This is an optimization exercise on Yosys and OpenROAD, whose aim is small area, a short achievable clock period and few clock cycles, not a production implementation. Function was checked by simulation only, so behaviour that the tests miss may differ from the original. Power figures rest on the tool's default switching activity, not on a simulated workload.

File: design/flow/config.mk
export PLATFORM = sky130hd
export DESIGN_NAME = vrrp_codec
export DESIGN_NICKNAME = vrrp_codec
export VERILOG_FILES = /design/flow/design.v
export SDC_FILE = /design/flow/constraint.sdc
export NUM_CORES = 4
export LEC_CHECK = 0
export CAP_MARGIN = 20
export CORE_MARGIN = 2
export CORE_UTILIZATION = 40
export PLACE_DENSITY = 0.6
export SLEW_MARGIN = 20
File: design/flow/constraint.sdc
create_clock -name core_clock -period 10.0 [get_ports {clk}]
set_input_delay 2.0000 -clock core_clock [delete_from_list [all_inputs] [get_ports {clk}]]
set_output_delay 2.0000 -clock core_clock [all_outputs]
set_load 0.01 [all_outputs]
File: design/flow/run.sh
#!/bin/bash
# synth_recipe.tcl (not shown) runs the flow's synth.tcl, then flattens the netlist and writes it again
# the make line also repeats each setting of config.mk as NAME=value (left out here)
make -C /OpenROAD-flow-scripts/flow DESIGN_CONFIG=/design/flow/config.mk WORK_HOME=/design/flow/orfs CLKGATE_MAP_FILE= SYNTH_SCRIPT=/design/flow/synth_recipe.tcl finish
File: design/flow/design.v
module vrrp_codec (
    input  wire        clk,
    input  wire        rst,
    input  wire        host_valid,
    input  wire        host_we,
    input  wire [4:0]  host_addr,
    input  wire [31:0] host_wdata,
    output reg  [31:0] host_rdata,
    output wire        busy,
    output reg         pb_en,
    output reg         pb_we,
    output reg  [3:0]  pb_be,
    output reg  [9:0]  pb_addr,
    output reg  [31:0] pb_wdata,
    input  wire [31:0] pb_rdata,
    output reg         at_en,
    output reg         at_we,
    output reg  [9:0]  at_addr,
    output reg  [31:0] at_wdata,
    input  wire [31:0] at_rdata
);
    localparam [16:0] PBUF_CAP = 17'd4096;
    localparam [4:0] A_CMD    = 5'd0,
                     A_STATUS = 5'd1,
                     A_RESULT = 5'd2,
                     A_IPVER  = 5'd3,
                     A_PLEN   = 5'd4,
                     A_VER    = 5'd8,
                     A_TYPE   = 5'd9,
                     A_VRID   = 5'd10,
                     A_PRIO   = 5'd11,
                     A_COUNT  = 5'd12,
                     A_ADVINT = 5'd13,
                     A_CKSUM  = 5'd14,
                     A_PH0    = 5'd16;
    localparam [7:0] OP_NOP    = 8'h00,
                     OP_ENCODE = 8'h01,
                     OP_DECODE = 8'h02,
                     OP_CKCOMP = 8'h03,
                     OP_CKVAL  = 8'h04,
                     OP_ADVERT = 8'h05,
                     OP_SRST   = 8'h7F;
    localparam [3:0] E_NONE     = 4'd0,
                     E_TOOSHORT = 4'd1,
                     E_IPVER    = 4'd2,
                     E_LENGTH   = 4'd3,
                     E_VERSION  = 4'd4,
                     E_TYPE     = 4'd5,
                     E_ILLEGAL  = 4'd6,
                     E_OVERRUN  = 4'd7;
    localparam [4:0] S_IDLE     = 5'd0,
                     S_ENC_H0   = 5'd1,
                     S_ENC_H1   = 5'd2,
                     S_ENC_RD   = 5'd3,
                     S_ENC_WR   = 5'd4,
                     S_ENC_END  = 5'd5,
                     S_CK_PH    = 5'd6,
                     S_CK_RD    = 5'd7,
                     S_CK_ACC   = 5'd8,
                     S_CK_END   = 5'd9,
                     S_ADV_WCK  = 5'd10,
                     S_DEC_RD0  = 5'd11,
                     S_DEC_W0   = 5'd12,
                     S_DEC_W1   = 5'd13,
                     S_DEC_CHK  = 5'd14,
                     S_DEC_RD   = 5'd15,
                     S_DEC_WR   = 5'd16,
                     S_DEC_END  = 5'd17,
                     S_ACC_RD   = 5'd18,
                     S_ACC_DO   = 5'd19;
    reg [3:0]  r_ver;
    reg [3:0]  r_type;
    reg [7:0]  r_vrid;
    reg [7:0]  r_prio;
    reg [7:0]  r_count;
    reg [11:0] r_advint;
    reg [15:0] r_cksum;
    reg [7:0]  r_ipver;
    reg [15:0] r_plen;
    reg [31:0] r_cmd;
    reg [3:0]  r_err;
    reg        r_ckok;
    reg [15:0] r_result;
    reg [31:0] r_ph [0:8];
    reg [4:0]  state;
    reg [7:0]  op;           
    reg [15:0] imm;          
    reg [10:0] idx;          
    reg [10:0] nch;          
    reg [31:0] acc;          
    reg [31:0] hdr0;         
    assign busy = (state != S_IDLE);
    wire [7:0]  w_op  = host_wdata[31:24];
    wire [7:0]  w_z   = host_wdata[23:16];
    wire [15:0] w_imm = host_wdata[15:0];
    wire w_is_set = (w_op >= 8'h20) && (w_op <= 8'h26);
    wire w_is_get = (w_op >= 8'h10) && (w_op <= 8'h16);
    wire w_is_cmd = (w_op <= 8'h05) || w_is_get || (w_op == OP_SRST);
    wire w_legal  = (w_z == 8'h00) && (w_is_set || (w_is_cmd && (w_imm == 16'h0000)));
    wire ipver_ok   = (r_ipver == 8'd4) || (r_ipver == 8'd6);
    wire plen_over  = ({1'b0, r_plen} > PBUF_CAP);
    wire plen_short = (r_plen < 16'd8);
    wire [10:0] reg_nch  = (r_ipver == 8'd4) ? {3'b000, r_count} : {1'b0, r_count, 2'b00};
    wire [7:0]  rx_cnt   = hdr0[7:0];
    wire [10:0] rx_nch   = (r_ipver == 8'd4) ? {3'b000, rx_cnt} : {1'b0, rx_cnt, 2'b00};
    wire [12:0] rx_slen  = 13'd8 + {rx_nch, 2'b00};
    wire [16:0] word_base = {4'b0000, idx, 2'b00};
    wire [16:0] bytes_left = {1'b0, r_plen} - word_base;
    reg  [16:0] word_sum;
    always @(*) begin
        if (bytes_left >= 17'd4)
            word_sum = {1'b0, pb_rdata[31:16]} + {1'b0, pb_rdata[15:0]};
        else if (bytes_left == 17'd3)
            word_sum = {1'b0, pb_rdata[31:16]} + {9'b0, pb_rdata[15:8]};
        else if (bytes_left == 17'd2)
            word_sum = {1'b0, pb_rdata[31:16]};
        else
            word_sum = {9'b0, pb_rdata[31:24]};
    end
    wire [31:0] ph_word = r_ph[idx[3:0]];
    wire [16:0] ph_sum  = {1'b0, ph_word[31:16]} + {1'b0, ph_word[15:0]};
    wire [16:0] fold1 = {1'b0, acc[15:0]} + {1'b0, acc[31:16]};
    wire [15:0] fold2 = fold1[15:0] + {15'b0, fold1[16]};
    always @(*) begin
        case (host_addr)
            A_CMD:    host_rdata = r_cmd;
            A_STATUS: host_rdata = {27'b0, r_ckok, r_err};
            A_RESULT: host_rdata = {16'b0, r_result};
            A_IPVER:  host_rdata = {24'b0, r_ipver};
            A_PLEN:   host_rdata = {16'b0, r_plen};
            A_VER:    host_rdata = {28'b0, r_ver};
            A_TYPE:   host_rdata = {28'b0, r_type};
            A_VRID:   host_rdata = {24'b0, r_vrid};
            A_PRIO:   host_rdata = {24'b0, r_prio};
            A_COUNT:  host_rdata = {24'b0, r_count};
            A_ADVINT: host_rdata = {20'b0, r_advint};
            A_CKSUM:  host_rdata = {16'b0, r_cksum};
            5'd16, 5'd17, 5'd18, 5'd19, 5'd20,
            5'd21, 5'd22, 5'd23, 5'd24:
                      host_rdata = r_ph[host_addr - A_PH0];
            default:  host_rdata = 32'h0000_0000;
        endcase
    end
    always @(*) begin
        pb_en    = 1'b0;
        pb_we    = 1'b0;
        pb_be    = 4'b0000;
        pb_addr  = 10'd0;
        pb_wdata = 32'h0000_0000;
        at_en    = 1'b0;
        at_we    = 1'b0;
        at_addr  = 10'd0;
        at_wdata = 32'h0000_0000;
        case (state)
            S_ENC_H0: begin
                pb_en    = 1'b1;
                pb_we    = 1'b1;
                pb_be    = 4'b1111;
                pb_addr  = 10'd0;
                pb_wdata = {r_ver, r_type, r_vrid, r_prio, r_count};
            end
            S_ENC_H1: begin
                pb_en    = 1'b1;
                pb_we    = 1'b1;
                pb_be    = 4'b1111;
                pb_addr  = 10'd1;
                pb_wdata = {4'b0000, r_advint, r_cksum};
            end
            S_ENC_RD: begin
                at_en   = 1'b1;
                at_addr = idx[9:0];
            end
            S_ENC_WR: begin
                pb_en    = 1'b1;
                pb_we    = 1'b1;
                pb_be    = 4'b1111;
                pb_addr  = idx[9:0] + 10'd2;
                pb_wdata = at_rdata;
            end
            S_CK_RD: begin
                pb_en   = 1'b1;
                pb_addr = idx[9:0];
            end
            S_ADV_WCK: begin
                pb_en    = 1'b1;
                pb_we    = 1'b1;
                pb_be    = 4'b0011;
                pb_addr  = 10'd1;
                pb_wdata = {16'h0000, ~fold2};
            end
            S_DEC_RD0: begin
                pb_en   = 1'b1;
                pb_addr = 10'd0;
            end
            S_DEC_W0: begin
                pb_en   = 1'b1;
                pb_addr = 10'd1;
            end
            S_DEC_RD: begin
                pb_en   = 1'b1;
                pb_addr = idx[9:0] + 10'd2;
            end
            S_DEC_WR: begin
                at_en    = 1'b1;
                at_we    = 1'b1;
                at_addr  = idx[9:0];
                at_wdata = pb_rdata;
            end
            S_ACC_RD: begin
                pb_en   = 1'b1;
                pb_addr = (op[2:0] >= 3'd5) ? 10'd1 : 10'd0;
            end
            S_ACC_DO: begin
                if (op[5]) begin
                    pb_en   = 1'b1;
                    pb_we   = 1'b1;
                    pb_be   = 4'b1111;
                    pb_addr = (op[2:0] >= 3'd5) ? 10'd1 : 10'd0;
                    case (op[2:0])
                        3'd0: pb_wdata = {imm[3:0], pb_rdata[27:0]};
                        3'd1: pb_wdata = {pb_rdata[31:28], imm[3:0], pb_rdata[23:0]};
                        3'd2: pb_wdata = {pb_rdata[31:24], imm[7:0], pb_rdata[15:0]};
                        3'd3: pb_wdata = {pb_rdata[31:16], imm[7:0], pb_rdata[7:0]};
                        3'd4: pb_wdata = {pb_rdata[31:8], imm[7:0]};
                        3'd5: pb_wdata = {4'b0000, imm[11:0], pb_rdata[15:0]};
                        default: pb_wdata = {pb_rdata[31:16], imm[15:0]};
                    endcase
                end
            end
            default: ;
        endcase
    end
    reg [15:0] get_val;
    always @(*) begin
        case (op[2:0])
            3'd0:    get_val = {12'b0, pb_rdata[31:28]};
            3'd1:    get_val = {12'b0, pb_rdata[27:24]};
            3'd2:    get_val = {8'b0, pb_rdata[23:16]};
            3'd3:    get_val = {8'b0, pb_rdata[15:8]};
            3'd4:    get_val = {8'b0, pb_rdata[7:0]};
            3'd5:    get_val = {4'b0, pb_rdata[27:16]};
            default: get_val = pb_rdata[15:0];
        endcase
    end
    integer i;
    always @(posedge clk) begin
        if (rst) begin
            r_ver    <= 4'd3;
            r_type   <= 4'd1;
            r_vrid   <= 8'd0;
            r_prio   <= 8'd0;
            r_count  <= 8'd0;
            r_advint <= 12'd0;
            r_cksum  <= 16'd0;
            r_ipver  <= 8'd0;
            r_plen   <= 16'd0;
            r_cmd    <= 32'd0;
            r_err    <= 4'd0;
            r_ckok   <= 1'b0;
            r_result <= 16'd0;
            for (i = 0; i < 9; i = i + 1)
                r_ph[i] <= (i == 8) ? 32'h0070_0000 : 32'h0000_0000;
            state    <= S_IDLE;
            op       <= 8'd0;
            imm      <= 16'd0;
            idx      <= 11'd0;
            nch      <= 11'd0;
            acc      <= 32'd0;
            hdr0     <= 32'd0;
        end else begin
            case (state)
            S_IDLE: begin
                if (host_valid && host_we) begin
                    case (host_addr)
                        A_IPVER:  r_ipver  <= host_wdata[7:0];
                        A_PLEN:   r_plen   <= host_wdata[15:0];
                        A_VER:    r_ver    <= host_wdata[3:0];
                        A_TYPE:   r_type   <= host_wdata[3:0];
                        A_VRID:   r_vrid   <= host_wdata[7:0];
                        A_PRIO:   r_prio   <= host_wdata[7:0];
                        A_COUNT:  r_count  <= host_wdata[7:0];
                        A_ADVINT: r_advint <= host_wdata[11:0];
                        A_CKSUM:  r_cksum  <= host_wdata[15:0];
                        5'd16, 5'd17, 5'd18, 5'd19, 5'd20,
                        5'd21, 5'd22, 5'd23, 5'd24:
                                  r_ph[host_addr - A_PH0] <= host_wdata;
                        A_CMD: begin
                            r_cmd  <= host_wdata;
                            op     <= w_op;
                            imm    <= w_imm;
                            idx    <= 11'd0;
                            acc    <= 32'd0;
                            r_ckok <= 1'b0;
                            if (!w_legal) begin
                                r_err    <= E_ILLEGAL;
                                r_result <= 16'd0;
                            end else if (w_op == OP_NOP) begin
                                r_err    <= E_NONE;
                                r_result <= 16'd0;
                            end else if (w_op == OP_SRST) begin
                                r_ver    <= 4'd3;
                                r_type   <= 4'd1;
                                r_vrid   <= 8'd0;
                                r_prio   <= 8'd0;
                                r_count  <= 8'd0;
                                r_advint <= 12'd0;
                                r_cksum  <= 16'd0;
                                r_ipver  <= 8'd0;
                                r_plen   <= 16'd0;
                                r_err    <= E_NONE;
                                r_result <= 16'd0;
                                for (i = 0; i < 9; i = i + 1)
                                    r_ph[i] <= (i == 8) ? 32'h0070_0000 : 32'h0000_0000;
                            end else if (w_op == OP_ENCODE) begin
                                if (!ipver_ok) begin
                                    r_err    <= E_IPVER;
                                    r_result <= 16'd0;
                                end else begin
                                    nch   <= reg_nch;
                                    state <= S_ENC_H0;
                                end
                            end else if (w_op == OP_ADVERT) begin
                                if (!ipver_ok) begin
                                    r_err    <= E_IPVER;
                                    r_result <= 16'd0;
                                end else begin
                                    r_ver   <= 4'd3;
                                    r_type  <= 4'd1;
                                    r_cksum <= 16'd0;
                                    nch     <= reg_nch;
                                    state   <= S_ENC_H0;
                                end
                            end else if (w_op == OP_CKCOMP || w_op == OP_CKVAL) begin
                                if (plen_over) begin
                                    r_err    <= E_OVERRUN;
                                    r_result <= 16'd0;
                                end else begin
                                    state <= S_CK_PH;
                                end
                            end else if (w_op == OP_DECODE) begin
                                if (plen_over) begin
                                    r_err    <= E_OVERRUN;
                                    r_result <= 16'd0;
                                end else if (plen_short) begin
                                    r_err    <= E_TOOSHORT;
                                    r_result <= 16'd0;
                                end else if (!ipver_ok) begin
                                    r_err    <= E_IPVER;
                                    r_result <= 16'd0;
                                end else begin
                                    state <= S_DEC_RD0;
                                end
                            end else begin
                                if (plen_over) begin
                                    r_err    <= E_OVERRUN;
                                    r_result <= 16'd0;
                                end else if (plen_short) begin
                                    r_err    <= E_TOOSHORT;
                                    r_result <= 16'd0;
                                end else begin
                                    state <= S_ACC_RD;
                                end
                            end
                        end
                        default: ;
                    endcase
                end
            end
            S_ENC_H0: state <= S_ENC_H1;
            S_ENC_H1: state <= (nch == 11'd0) ? S_ENC_END : S_ENC_RD;
            S_ENC_RD: state <= S_ENC_WR;
            S_ENC_WR: begin
                idx   <= idx + 11'd1;
                state <= (idx + 11'd1 == nch) ? S_ENC_END : S_ENC_RD;
            end
            S_ENC_END: begin
                r_plen <= {3'b000, 13'd8 + {nch, 2'b00}};
                if (op == OP_ADVERT) begin
                    r_ph[8] <= {8'h00, 8'h70, 3'b000, 13'd8 + {nch, 2'b00}};
                    idx     <= 11'd0;
                    acc     <= 32'd0;
                    state   <= S_CK_PH;
                end else begin
                    r_err    <= E_NONE;
                    r_result <= {3'b000, 13'd8 + {nch, 2'b00}};
                    state    <= S_IDLE;
                end
            end
            S_CK_PH: begin
                acc <= acc + {15'b0, ph_sum};
                if (idx == 11'd8) begin
                    idx   <= 11'd0;
                    state <= (r_plen == 16'd0) ? S_CK_END : S_CK_RD;
                end else begin
                    idx <= idx + 11'd1;
                end
            end
            S_CK_RD: state <= S_CK_ACC;
            S_CK_ACC: begin
                acc <= acc + {15'b0, word_sum};
                idx <= idx + 11'd1;
                if (bytes_left <= 17'd4)
                    state <= S_CK_END;
                else
                    state <= S_CK_RD;
            end
            S_CK_END: begin
                if (op == OP_CKVAL) begin
                    r_err    <= E_NONE;
                    r_ckok   <= (fold2 == 16'hFFFF);
                    r_result <= fold2;
                    state    <= S_IDLE;
                end else if (op == OP_CKCOMP) begin
                    r_err    <= E_NONE;
                    r_result <= ~fold2;
                    state    <= S_IDLE;
                end else begin
                    state <= S_ADV_WCK;
                end
            end
            S_ADV_WCK: begin
                r_cksum  <= ~fold2;
                r_err    <= E_NONE;
                r_result <= ~fold2;
                state    <= S_IDLE;
            end
            S_DEC_RD0: state <= S_DEC_W0;
            S_DEC_W0: begin
                hdr0  <= pb_rdata;
                state <= S_DEC_W1;
            end
            S_DEC_W1: begin
                acc   <= pb_rdata;
                state <= S_DEC_CHK;
            end
            S_DEC_CHK: begin
                if ({3'b000, rx_slen} > r_plen) begin
                    r_err    <= E_LENGTH;
                    r_result <= 16'd0;
                    state    <= S_IDLE;
                end else if (hdr0[31:28] != 4'd3) begin
                    r_err    <= E_VERSION;
                    r_result <= 16'd0;
                    state    <= S_IDLE;
                end else if (hdr0[27:24] != 4'd1) begin
                    r_err    <= E_TYPE;
                    r_result <= 16'd0;
                    state    <= S_IDLE;
                end else begin
                    r_ver    <= hdr0[31:28];
                    r_type   <= hdr0[27:24];
                    r_vrid   <= hdr0[23:16];
                    r_prio   <= hdr0[15:8];
                    r_count  <= hdr0[7:0];
                    r_advint <= acc[27:16];
                    r_cksum  <= acc[15:0];
                    nch      <= rx_nch;
                    idx      <= 11'd0;
                    state    <= (rx_nch == 11'd0) ? S_DEC_END : S_DEC_RD;
                end
            end
            S_DEC_RD: state <= S_DEC_WR;
            S_DEC_WR: begin
                idx   <= idx + 11'd1;
                state <= (idx + 11'd1 == nch) ? S_DEC_END : S_DEC_RD;
            end
            S_DEC_END: begin
                r_err    <= E_NONE;
                r_result <= {3'b000, 13'd8 + {nch, 2'b00}};
                state    <= S_IDLE;
            end
            S_ACC_RD: state <= S_ACC_DO;
            S_ACC_DO: begin
                r_err    <= E_NONE;
                r_result <= op[5] ? 16'd0 : get_val;
                state    <= S_IDLE;
            end
            default: state <= S_IDLE;
            endcase
        end
    end
endmodule
==> results.sh <==
export IMPL_outcome="complete, no violations"
export IMPL_critPathMaxFanout=22
export IMPL_min_path_cells=2
export IMPL_cts_tree="built"
export IMPL_r2r_start="r_plen[2]"
export IMPL_drtIter0Drc=5491
export IMPL_yosys_warnings=1
export IMPL_ys_flop_type="edfxtp_1"
export IMPL_hpwl_um=133300
export IMPL_regToRegSetupSlack_ns=3.04
export IMPL_power_density_nw_per_um2=141.5
export IMPL_synth_area_leader_cell="edfxtp_1"
export IMPL_async_flop_share_pct=0
export IMPL_vdd_drop_max_uv=166.3
export IMPL_die_h_um=340.0
export IMPL_ctsHoldBuffers=0
export IMPL_hold_end="hdr0[14]"
export IMPL_drc_errors=0
export IMPL_synthTopCellsByArea="edfxtp_1, mux4_2, dfxtp_1"
export IMPL_cp_arrival_ns=6.08
export IMPL_ys_seq_area_share_pct=44.28
export IMPL_cts_path_max_buffers=3
export IMPL_die_area_um2=115600
export IMPL_maxSlewViolCount=0
export IMPL_worstPathRequired_ns=8.00
export IMPL_yosysUniqueCellTypes=94
export IMPL_totalPowerFinal_w=0.007488
export IMPL_critical_path_top_delay_family="buffers and inverters"
export IMPL_grt_overflow=0
export IMPL_synthMuxAreaShare_pct=16.32
export IMPL_timing_final_crit_share_pct=80.76
export IMPL_drv_cap=0
export IMPL_post_cts_buffers=0
export IMPL_cts_buffers=86
export IMPL_syn_area_um2=45170
export IMPL_cts_root_buffer="clkbuf_16"
export IMPL_path_clk_slew_ns=0.06
export IMPL_cp_cell_sequence="clkdlybuf4s50_1 > buf_4 > inv_2 > or2_2 > nor3b_2 > a221oi_1 > o21ai_0 > nor2_1 > o21ai_0 > clkdlybuf4s50_1"
export IMPL_wl_um=189100
export IMPL_dp_cells=5986
export IMPL_slowest_delay_ns=0.95
export IMPL_fin_crit_ns=8.076
export IMPL_grt_pass1_wl_um=266400
export IMPL_drive_gt1_share_pct=13.45
export IMPL_row_count=123
export IMPL_cts_resized=0
export IMPL_core_area_um2=112200
export IMPL_synth_top_family_by_area="multiplexers"
export IMPL_finalSetupViolCount=0
export IMPL_critPathLaunchType="input pin"
export IMPL_port_buffers=229
export IMPL_wl_per_cell_um=30.75
export IMPL_ios=230
export IMPL_slowest_stage="nor3b_2"
export IMPL_rsz0062_at_grt="no"
export IMPL_hold_start="hdr0[14]"
export IMPL_finalNonFillerCells=6149
export IMPL_synth_edf_count=512
export IMPL_holdCritPathClass="reg2reg"
export IMPL_htree_levels=3
export IMPL_finalNetCount=4810
export IMPL_synthSimpleGateAreaFrac_pct=14.40
export IMPL_cts_sinks=743
export IMPL_detail_route_antenna_nets=0
export IMPL_worst_path_buf_inv=4
export IMPL_clock_fmax_mhz=123.8
export IMPL_grt_total_usage_pct=31.98
export IMPL_dp_slack_ns=1.942
export IMPL_nFillCells=10430
export IMPL_gp_congestion=1.029
export IMPL_die_w_um=340.0
export IMPL_yosys_area_share_xor_xnor_pct=2.000
export IMPL_hold_viol=0
export IMPL_synthAdderAreaFrac_pct=3.939
export IMPL_synth_top_area_share_pct=34.04
export IMPL_yosys_top_cells_count="edfxtp_1, nor2_1, nand2_1"
export IMPL_worst_setup_path_end_kind="output pin"
export IMPL_post_drt_via_cell_ratio=6.311
export IMPL_crit_type="in2out"
export IMPL_maxSlewHeadroom_pct=18.03
export IMPL_synth_compound_area_share_pct=14.65
export IMPL_r2r_end="acc[18]"
export IMPL_clock_skew_ns=0.02690
export IMPL_tightest_slew_ns=1.230
export IMPL_initial_core_util_pct=40.26
export IMPL_reg2reg_depth=22
export IMPL_worst_slack_ns=1.924
export IMPL_power_leakage_nw=19.32
export IMPL_avgSynthCellArea_um2=10.66
export IMPL_grt_pass1_vias=36580
export IMPL_grt_max_degree=70
export IMPL_syn_to_final_growth_pct=17.13
export IMPL_antenna_found_initial=11
export IMPL_fin_tns_setup_ns=0
export IMPL_dr_pass1_iters=6
export IMPL_synth_most_common_cell="edfxtp_1"
export IMPL_synthCells=4239
export IMPL_synth_seq_cells=743
export IMPL_clkLatencyLatePin_ns=0.69
export IMPL_vias=38810
[power by group]
part | internal [W] | switching (W) | leakage [nW]
Clock | 0.00192 | 0.00137 | 1.42
Sequential | 0.00338 | 0.0000468 | 7.13
Combinational | 0.000288 | 0.000483 | 10.8
[worst min-delay path: cells and delay by family (launching register included)]
| family | cells | cell delay, ns |
|---|---|---|
| compound gates | 1 | 0.05 |
| simple gates | 1 | 0.05 |
| flops | 1 | 0.31 |
[cells by family (layout without fill, tap and decap cells)]
kind of cell	Yosys count	after routing
simple gates	1385	1385
compound gates	984	984
flops	743	743
buf+inv	512	695
mux	385	385
fa+ha+maj	129	129
xor+xnor	100	100
other cells	1	228
[cell type report]
class                           instances  area (um2)  share of cell area (%)
Clock buffer                          112        2351                   4.444
Multi-Input combinational cell       3208       24160                   45.68
Antenna cell                            3       7.507                 0.01419
Timing Repair Buffer                  345        3218                   6.083
Tap cell                             1500        1877                   3.548
Inverter                              192       720.7                   1.362
Sequential cell                       743       20010                   37.82
Clock inverter                         46       555.5                   1.050
[metal layers]
metal	GRT usage (%)	share of wire, %
met1	43.10	39
met2	47.45	43
met3	7.708	12
met4	17.55	6.1
met5	0	0.041
[through the flow]
stage          utilization [%]  hold slack (ns)  cell area (um2)
6_report                 47.15           0.4567            52900
5_1_grt                  47.15           0.4711            52900
4_1_cts                  47.12           0.4569            52860
3_5_place_dp             44.53           0.4488            49960
3_3_place_gp             44.50           0.4419            49930
2_1_floorplan                -           0.4324            46010
[state kept, by name (all words and copies together), names as in the netlist, named ones only]
| register | flops |
|---|---|
| r_ph | 512 |
| acc | 32 |
| hdr0 | 32 |
| r_cksum | 16 |
| r_plen | 16 |
| r_result | 16 |
| imm | 15 |
| r_advint | 12 |
| idx | 11 |
| nch | 10 |
| r_cmd | 9 |
| op | 8 |
| r_count | 8 |
| r_ipver | 8 |
| r_prio | 8 |
| r_vrid | 8 |
| state | 5 |
| r_err | 4 |
| r_type | 4 |
| r_ver | 4 |
| r_ckok | 1 |
[worst max path at each step]
| stage | start | end | depth (start not counted) |
|---|---|---|---|
| 6_report | host_addr[2] | host_rdata[2] | 10 |
| 2_1_floorplan | pb_rdata[0] | acc[21] | 20 |
| 5_1_grt | host_addr[2] | host_rdata[2] | 10 |
| 4_1_cts | host_addr[2] | host_rdata[2] | 10 |
| 3_5_place_dp | host_addr[2] | host_rdata[2] | 10 |
| 3_3_place_gp | host_addr[2] | host_rdata[2] | 10 |
[placed cells by master, fill, tap and decap left out, types with 52 or more instances in the layout]
| cell type | count |
|---|---|
| inv_1 | 189 |
| clkbuf_16 | 87 |
| a21oi_1 | 250 |
| a22oi_1 | 58 |
| clkdlybuf4s50_1 | 225 |
| nor3_1 | 71 |
| mux2i_1 | 93 |
| buf_4 | 111 |
| conb_1 | 225 |
| dfxtp_1 | 227 |
| and2_1 | 96 |
| a211oi_1 | 57 |
| nand3_1 | 87 |
| edfxtp_1 | 512 |
| mux4_2 | 280 |
| nor2_1 | 456 |
| o21ai_0 | 178 |
| nand2_1 | 379 |
| a221oi_1 | 52 |
| ha_1 | 107 |
Testbench counts, summed over its fixed seeds: cycles 44,027.

==> afterwards: timing with drivers on the ports <==
Ports are ideal in the flow. The routed layout listed here was re-timed in OpenROAD. Step 1 (the two cells are an assumption about what drives the block):
set clk [get_ports {clk}]
set_driving_cell -lib_cell sky130_fd_sc_hd__clkbuf_16 $clk
set_driving_cell -lib_cell sky130_fd_sc_hd__buf_2 [delete_from_list [all_inputs] $clk]
Step 2, shift: input delay + t, output delay - t, t = (earliest + latest rising clock arrival at the registers) / 2. This alone moves slack from input paths to output paths. Slacks: no drivers / after step 1 / after step 2; pairs: no drivers / after step 1.
shift t [ns]: 0.748
slack for setup (ns): 1.924 / 1.902 / 1.902
worst register clock-pin slew, ns: 0.06 / 0.06
worst data-port slew with drivers (ns): 0.17
pins driven straight from the clock port: 1
After both steps this run still meets setup and hold. For this run, drivers alone change the setup slack by -0.022 ns; drivers and shift together by -0.022 ns.
